This design comes from an exercise in tuning for small area, a short achievable clock period and few clock cycles on the open sky130 flow, not from production work. Where RTL was checked, it was by simulation tests only, not by an equivalence proof against the original. Power is estimated from default activity; no workload was simulated.

== v38 ==
==> flow/design.v (excerpt) <==
module sctp_dec (
    input  wire        clk,
    input  wire        rst,
    input  wire        in_valid,
    output wire        in_ready,
    input  wire [63:0] in_data,
    input  wire        in_last,
    input  wire [3:0]  in_cnt,
    output reg         ev_valid,
    input  wire        ev_ready,
    output wire [3:0]  ev_type,
    output wire [1:0]  ev_refk,
    output wire [31:0] ev_off,
    output wire [63:0] ev_value,
    output wire [31:0] ev_size,
    output reg         ev_fault,
    output reg  [2:0]  ev_cause
);
    reg [3:0]  ev_ty;
    reg [1:0]  ev_rk;
    reg [31:0] ev_hp;            
    reg [3:0]  ev_ad;            
    reg        ev_oz;            
    reg        ev_vq;            
    reg [63:0] ev_v;             
    reg [3:0]  ev_sz;            
    reg        ev_z;             
    wire [31:0] ev_q = ev_hp + {28'd0, ev_ad};
    assign ev_type  = ev_z ? (ev_fault ? 4'd0 : 4'd15) : ev_ty;
    assign ev_refk  = ev_z ? 2'd0 : ev_rk;
    assign ev_off   = ev_oz ? 32'd0 : ev_q;
    assign ev_value = ev_z ? 64'd0 : {ev_vq ? 32'd0 : ev_v[63:32], ev_vq ? ev_q : ev_v[31:0]};
    assign ev_size  = ev_z ? 32'd0 : ev_vq ? ev_v[63:32] : {28'd0, ev_sz};
    localparam [1:0] REF_NULL  = 2'd0;
    localparam [1:0] REF_INBUF = 2'd1;
    localparam [1:0] REF_TEMP  = 2'd2;
    localparam [2:0] C_TRUNCATED = 3'd1;
    localparam [2:0] C_OVERFLOW  = 3'd2;
    localparam [2:0] C_UNKNOWN   = 3'd5;
    reg        e0v, e1v;         
    reg        e0l, e1l;         
  ...
For scale: about 3500 cells after synthesis, about 210 I/O pins, roughly 30000 um2 of cells after synthesis.
==> flow/config.mk <==
export PLATFORM = sky130hd
export DESIGN_NAME = sctp_dec
export DESIGN_NICKNAME = sctp_dec
export VERILOG_FILES = /design/flow/design.v
export SDC_FILE = /design/flow/constraint.sdc
export NUM_CORES = 4
export LEC_CHECK = 0
export CAP_MARGIN = 20
export CORE_MARGIN = 2
export CORE_UTILIZATION = 40
export CTS_BUF_LIST = sky130_fd_sc_hd__clkbuf_8
export SETUP_SLACK_MARGIN = 1.5
export SLEW_MARGIN = 20
==> flow/constraint.sdc <==
create_clock -name core_clock -period 6.0 [get_ports {clk}]
set_input_delay 1.2000 -clock core_clock [delete_from_list [all_inputs] [get_ports {clk}]]
set_output_delay 1.2000 -clock core_clock [all_outputs]
set_load 0.01 [all_outputs]
run.sh (not shown) runs the stock make flow with config.mk's settings and CLKGATE_MAP_FILE= SYNTH_SCRIPT=/design/flow/synth_recipe.tcl, a recipe that flattens the netlist after the stock synthesis.
Testbench counts of v38, summed over its fixed seeds: cycles 17,586.
The inputs of v36 differ from those of v38 as listed below.
Settings: CTS_BUF_LIST no longer set, was sky130_fd_sc_hd__clkbuf_8; SETUP_SLACK_MARGIN now 1.75, was 1.5.
[summary]
Between v38 and v36, the flow reports mean number of vias per cell increasing slightly.
A critical path's slowest cell of dfxtp_1 is what v38 shows, while or4_4 belongs to v36.
Re routed wire length on met3: v38 was lower than v36.
For total routing usage reported by global routing, v38 and v36 come out practically identical.
Between v36 and v38, it is v36 whose total number of H-tree levels is lower, by 1.
Taking v38 as the reference, in v36 global-route wire length before repair shows an increase of 0.43%, post-cts resize count shows an increase of 119.
On v36: footprint of the multi-input gates is about 3.3% higher than what v38 gave.
[compare] base=v38 new=v36: number of buffers and inverters on the critical path moved up; ratio of cells with drive above 1 in the final layout shows an increase of 3.5 points.
v36: CTS buffer count is 27 lower than what v38 reported.
Compared with v38, the detailed router inserted more vias in v36.
#### Input delta (v26 over v36)
Settings: SETUP_SLACK_MARGIN changed from 1.75 to 1.5.
--- outcome ---
Density: v26 sparser than v36
The worst path arrival time in v26 was higher than what v36 gave.
v26 vs. v36: biggest cell delay along the critical path held steady; power moved down; number of buffers inserted during clock tree synthesis shrank by 2.2%; area share of buffers outside the clock network went down by 2.8 points.
v26 ends up with a setup slack that is 0.13 ns lower than in v36.
In v26, the maximum frequency came out about 3% below the value in v36.
Non-clock buffer count: v26 and v36 compared, higher one is v36
Proportion of cell area occupied by registers, v26 and v36: larger value in v26
Modified inputs, v34 compared to v26
Settings: putting TNS_END_PERCENT at 30 where nothing was set.
Results
From v34 to v26, post-synthesis sequential area ratio did not move at all.
Diff v26..v34 | global-route wire length before repair | negligible
When v34 is measured against v26, its final worst-path cycle share turns out 1.4 points higher.
Between v26 and v34, the maximum vdd drop figures differ only marginally.
On post-route core utilization, v26 and v34 are neck and neck.
Multiplexer share of the synthesized area came out exactly the same in v26 and v34.
Comparing v26 with v34, the global-route usage came out essentially unchanged.
A launching instance or port of the critical path of ev_hp[1]$_DFFE_PP_ is what v34 shows, while e0d[28]$_DFFE_PP_ belongs to v26.
Per the comparison of v34 with v26, cell area did not really move; power per cell area did not really move.
The via count reported for v34 is greater than that of v26 by 0.45%.
v26 and v34 ended up with nearly the same worst hold slack.
The following lists how v12 was set up differently from v34:
Settings: PLACE_DENSITY: unset -> 0.75; TNS_END_PERCENT: 30 -> unset.
On post-route non-filler standard cell count, v12 tracks v34 almost exactly. Looking at cell at the slowest stage of the critical path, the clkdlybuf4s50_1 result is from v34; the o311ai_1 one comes from v12. Relative to v34, count of filler cells inserted in the layout decreased by 254 in v12. Diff v12 and v34: maximum clock skew at final layout higher in v34. Peak per-stage delay on the critical path: v12 vs v34 — no meaningful difference. | maximum clock rate | higher: v12 |.
What v8 does differently from v12 at the input level:
Settings: SETUP_SLACK_MARGIN: 1.5 -> 1.25; PLACE_DENSITY: 0.75 -> unset.
### Flow results
v8 reached the final stage; the timing, design-rule and antenna checks on its layout passed.
Delta (v8 minus v12): clock latency at the later pin of the worst-skew pair about even, part of the power in combinational logic fell 0.6 points, post-synthesis to final-layout area growth fell 3.1 points.
Delta (v8 minus v12): minimum clock period after layout went up by 0.16 ns; via count shrank by 924; total wire length now sits lower.

---

orange:
Another version of the RTL of sctp_dec (not shown whole).
Size: ~3400 cells after synthesis, about 210 I/O pins.
Design sctp_dec, start of the top module:
module sctp_dec (
    input  wire        clk,
    input  wire        rst,
    input  wire        in_valid,
    output wire        in_ready,
    input  wire [63:0] in_data,
    input  wire        in_last,
    input  wire [3:0]  in_cnt,
    output reg         ev_valid,
    input  wire        ev_ready,
    output wire [3:0]  ev_type,
    output wire [1:0]  ev_refk,
    output wire [31:0] ev_off,
    output wire [63:0] ev_value,
    output wire [31:0] ev_size,
    output reg         ev_fault,
    output reg  [2:0]  ev_cause
);
==> flow/config.mk <==
export PLATFORM = sky130hd
export DESIGN_NAME = sctp_dec
export DESIGN_NICKNAME = sctp_dec
export VERILOG_FILES = /design/flow/design.v
export SDC_FILE = /design/flow/constraint.sdc
export NUM_CORES = 4
export LEC_CHECK = 0
export CAP_MARGIN = 20
export CORE_MARGIN = 2
export CORE_UTILIZATION = 40
export SETUP_SLACK_MARGIN = 1.5
export SLEW_MARGIN = 20
export TNS_END_PERCENT = 10
==> flow/constraint.sdc <==
create_clock -name core_clock -period 6.0 [get_ports {clk}]
set_input_delay 1.2000 -clock core_clock [delete_from_list [all_inputs] [get_ports {clk}]]
set_output_delay 1.2000 -clock core_clock [all_outputs]
set_load 0.01 [all_outputs]
orange completed every stage of the flow, and the final layout passed the timing, design-rule and antenna checks.
The inputs of red differ from those of orange as listed below.
- a deleted TNS_END_PERCENT that had been 10
==> comparison <==
- Sort red and orange by number of buffers added by the clock tree synthesis step asc -> top: orange
- Compared with orange, count of plain and timing-repair buffers in red decreased slightly.
- [compare] base=orange new=red: final design area excluding fillers went up by 0.78%; post-layout minimum cycle time shows a reduction of 0.091 ns; worst path setup slack after routing now sits higher; net switching fraction of the power held steady.
- Between red and orange, the worst slew margin relative to its limit is lower for red.
- Changes observed in red relative to orange: post-route met1 wirelength climbed 0.40%, fraction of layout instances using a drive strength above 1 up 0.70 points.
No run of this note included a check of the RTL's function; only the layout flow was run.

---

Another version of the RTL of sctp_dec (not shown whole).
For scale: roughly 3600 cells after synthesis, about 210 I/O pins, ~0.032 mm^2 of cells after synthesis.
Settings: LEC_CHECK=0, CAP_MARGIN=20, CORE_MARGIN=2, CORE_UTILIZATION=40, SETUP_SLACK_MARGIN=1.6, SLEW_MARGIN=20; clock period 6.0 ns.
The starting point passed the timing, design-rule and antenna checks.
Testbench counts at the start, summed over its fixed seeds: cycles 16,207.
==> next run, changes <==
--- a/flow/config.mk
+++ b/flow/config.mk
@@ -7,3 +7,3 @@
 export LEC_CHECK = 0
-export CAP_MARGIN = 20
+export CAP_MARGIN = 5
 export CORE_MARGIN = 2
@@ -11,2 +11,2 @@
 export SETUP_SLACK_MARGIN = 1.6
-export SLEW_MARGIN = 20
+export SLEW_MARGIN = 5
Effect: Clock power is about the same. Via count is about the same. Design area stays flat. Clock-buffer cell count stays the same.
==> next run, changes <==
--- a/flow/config.mk
+++ b/flow/config.mk
@@ -7,6 +7,6 @@
 export LEC_CHECK = 0
-export CAP_MARGIN = 5
+export CAP_MARGIN = 20
 export CORE_MARGIN = 2
-export CORE_UTILIZATION = 40
-export SETUP_SLACK_MARGIN = 1.6
-export SLEW_MARGIN = 5
+export CORE_UTILIZATION = 45
+export SETUP_SLACK_MARGIN = 1.5
+export SLEW_MARGIN = 20
- area after synthesis is unchanged
- core utilization climbs by 5.9 points
- cell area drops by 0.47%
==> next run, changes <==
--- a/flow/config.mk
+++ b/flow/config.mk
@@ -9,4 +9,5 @@
 export CORE_MARGIN = 2
-export CORE_UTILIZATION = 45
-export SETUP_SLACK_MARGIN = 1.5
+export CORE_UTILIZATION = 40
+export GPL_ROUTABILITY_DRIVEN = 0
+export SETUP_SLACK_MARGIN = 1.6
 export SLEW_MARGIN = 20
What happened: Non-clock buffer count shrinks by 44; core utilization fell by 6.7 points; global-route usage drops by 10 points; synthesized area is unchanged.

---

Another version of the RTL of sctp_dec (not shown whole).
Size: roughly 420 flip-flops, about 210 I/O pins.
Settings: LEC_CHECK=0, CAP_MARGIN=20, CORE_MARGIN=2, CORE_UTILIZATION=40, SETUP_SLACK_MARGIN=2, SLEW_MARGIN=20; clock period 6.0 ns.
Rerun with:
SETUP_SLACK_MARGIN = 1   (was 2)
- clock skew came out lower by 0.0054 ns
- setup slack is worse by 0.84 ns
- cell area decreases by about 11%
- via count shrinks by about 6%
- clock-buffer cell count shrinks by 1
- core utilization falls by 5.9 points
- non-clock buffer count came out lower by 271
- critical path depth shrinks by 1
No run of this note included a check of the RTL's function; only the layout flow was run.

---

## job 371
Another version of the RTL of sctp_dec (not shown whole).
Size in the first run: roughly 420 flip-flops.
==> flow/design.v (excerpt) <==
module sctp_dec (
    input  wire        clk,
    input  wire        rst,
    input  wire        in_valid,
    output wire        in_ready,
    input  wire [63:0] in_data,
    input  wire        in_last,
    input  wire [3:0]  in_cnt,
    output reg         ev_valid,
    input  wire        ev_ready,
    output wire [3:0]  ev_type,
    output wire [1:0]  ev_refk,
    output wire [31:0] ev_off,
    output wire [63:0] ev_value,
    output wire [31:0] ev_size,
    output reg         ev_fault,
    output reg  [2:0]  ev_cause
);
    reg [3:0]  ev_ty;
    reg [1:0]  ev_rk;
    reg [31:0] ev_hp;            
    reg [3:0]  ev_ad;            
    reg        ev_oz;            
    reg        ev_vq;            
    reg [63:0] ev_v;
    reg [31:0] ev_sz;
    reg        ev_z;             
    wire [31:0] ev_q = ev_hp + {28'd0, ev_ad};
    assign ev_type  = ev_z ? (ev_fault ? 4'd0 : 4'd15) : ev_ty;
    assign ev_refk  = ev_z ? 2'd0 : ev_rk;
    assign ev_off   = ev_oz ? 32'd0 : ev_q;
  ...
Settings: LEC_CHECK=0, CAP_MARGIN=20, CORE_MARGIN=2, CORE_UTILIZATION=50, SETUP_SLACK_MARGIN=2, SLEW_MARGIN=20; clock period 6.0 ns.
Status job 371: flow complete, layout not clean - capacitance limit, slew limit
Testbench counts of job 371, summed over its fixed seeds: cycles 17,586.
[inputs] job 7307 vs job 371
diff --git a/flow/config.mk b/flow/config.mk
--- a/flow/config.mk
+++ b/flow/config.mk
@@ -8,5 +8,5 @@
 export CAP_MARGIN = 20
 export CORE_MARGIN = 2
-export CORE_UTILIZATION = 50
+export CORE_UTILIZATION = 40
 export SETUP_SLACK_MARGIN = 2
 export SLEW_MARGIN = 20
## What came out
- Out of job 7307 and job 371, the only run to close with the timing, design-rule and antenna checks passing was job 7307.
- Diff job 7307..job 371 | sequential share of layout area | negligible
- Final layout net count (job 7307 over job 371): decrease, 0.90%
- Job 7307 vs. job 371: area overhead of the layout relative to synthesis went up by 0.40 points.
- Detailed route, job 7307 vs job 371: via total lower for job 7307
- Job 7307 consumes less power than job 371 does.
- Compared with job 371, job 7307 shows a ratio of routed vias to standard cells that is about 8% lower.
- On job 7307: number of placed instances with taps included is 195 higher than what job 371 gave.
- Re utilization after layout: job 7307 and job 371 aren't equal, and the higher value belongs to job 371.
Modified inputs, job 9204 compared to job 7307
diff --git a/flow/config.mk b/flow/config.mk
--- a/flow/config.mk
+++ b/flow/config.mk
@@ -9,4 +9,4 @@
 export CORE_MARGIN = 2
 export CORE_UTILIZATION = 40
-export SETUP_SLACK_MARGIN = 2
+export SETUP_SLACK_MARGIN = 1.5
 export SLEW_MARGIN = 20
## What came out
Compared with job 7307, job 9204 shows a core utilization that is 5.4 points lower.
Job 9204 vs job 7307 on overall global routing resource usage: job 9204 is the lower one.
The higher final worst-path cycle share of job 7307 and job 9204 is in job 9204.

---

sctp_dec, a different RTL version from the one above (not shown whole).
Size: about 3600 cells after synthesis, about 210 I/O pins.
make LEC_CHECK=0 CAP_MARGIN=20 CORE_MARGIN=2 CORE_UTILIZATION=40 SETUP_SLACK_MARGIN=1.5 SLEW_MARGIN=20 TNS_END_PERCENT=10 finish   # period 6.0 ns
Testbench counts at the start, summed over its fixed seeds: cycles 16,207.
Edit:
- TNS_END_PERCENT: 10 -> not set
=>
- The new run passed the timing, design-rule and antenna checks
- synthesized area is unchanged
- sequential power came out higher by about 2%
- setup slack is better by 310 ps
- combinational power hardly moves
- register-to-register slack is better by 310 ps
- die area stays the same
- maximum frequency came out higher by 7.0%
- clock-buffer cell count came out higher by 4
Edit:
- SETUP_SLACK_MARGIN: 1.5 -> 1.75
Result:
- The changed run completed without violations
- area after synthesis is unchanged
- clock skew hardly moves
- sequential power fell by 5.6%
- routed wire length rose by 2.4%
- hold slack is about the same
- design area rose by 3.9%
- combinational power rose by about 9%

port drivers added, routing unchanged:
No port has a modelled driver above. Below, the same layouts with a new extraction and two added sets of constraints.
Step 1: set_driving_cell puts a clkbuf_16 on clk and a buf_2 on each other input, an assumption about the parent block.
Step 2 adds t to the input delays and takes it off the output delays; t is the mean of the earliest and latest rising clock arrival at the registers after step 1. Input paths then give back, and output paths get back, about the clock's delay inside the block.
Slacks: no drivers / after step 1 / after step 2; pairs: no drivers / after step 1.
run | t, ns | setup WS [ns] | worst data-port slew with drivers (ns)
v38 | 0.727 | 1.419 / 1.419 / 1.419 | 0.06
v36 | 0.660 | 1.603 / 1.603 / 1.529 | 0.08
v26 | 0.657 | 1.471 / 1.471 / 1.471 | 0.05
v34 | 0.659 | 1.388 / 1.320 / 1.431 | 0.05
v12 | 0.666 | 1.429 / 1.429 / 1.429 | 0.07
v8 | 0.651 | 1.269 / 1.269 / 1.269 | 0.05
orange | 0.661 | 1.433 / 1.365 / 1.293 | 0.06
red | 0.659 | 1.524 / 1.467 / 1.042 | 0.14
the first run of note 3 | 0.662 | 1.633 / 1.566 / 1.465 | 0.07
the second run of note 3 | 0.661 | 1.632 / 1.565 / 1.450 | 0.07
the third run of note 3 | 0.677 | 1.457 / 1.457 / 1.457 | 0.16
the fourth run of note 3 | 0.665 | 1.621 / 1.595 / 1.621 | 0.08
the first run of note 4 | 0.693 | 1.826 / 1.826 / 1.481 | 0.08
the second run of note 4 | 0.701 | 0.984 / 0.984 / 0.984 | 0.08
job 371 | 0.676 | 1.511 / 1.449 / 1.340 | 0.12
job 7307 | 0.684 | 1.639 / 1.572 / 1.690 | 0.07
job 9204 | 0.674 | 1.431 / 1.431 / 1.431 | 0.05
the first run of note 6 | 0.675 | 1.237 / 1.237 / 1.237 | 0.10
the second run of note 6 | 0.665 | 1.550 / 1.503 / 1.465 | 0.07
the third run of note 6 | 0.665 | 1.660 / 1.590 / 1.456 | 0.07
The setup slack of red, which loses most, moves by -0.057 ns with the drivers and by -0.482 ns with both steps.
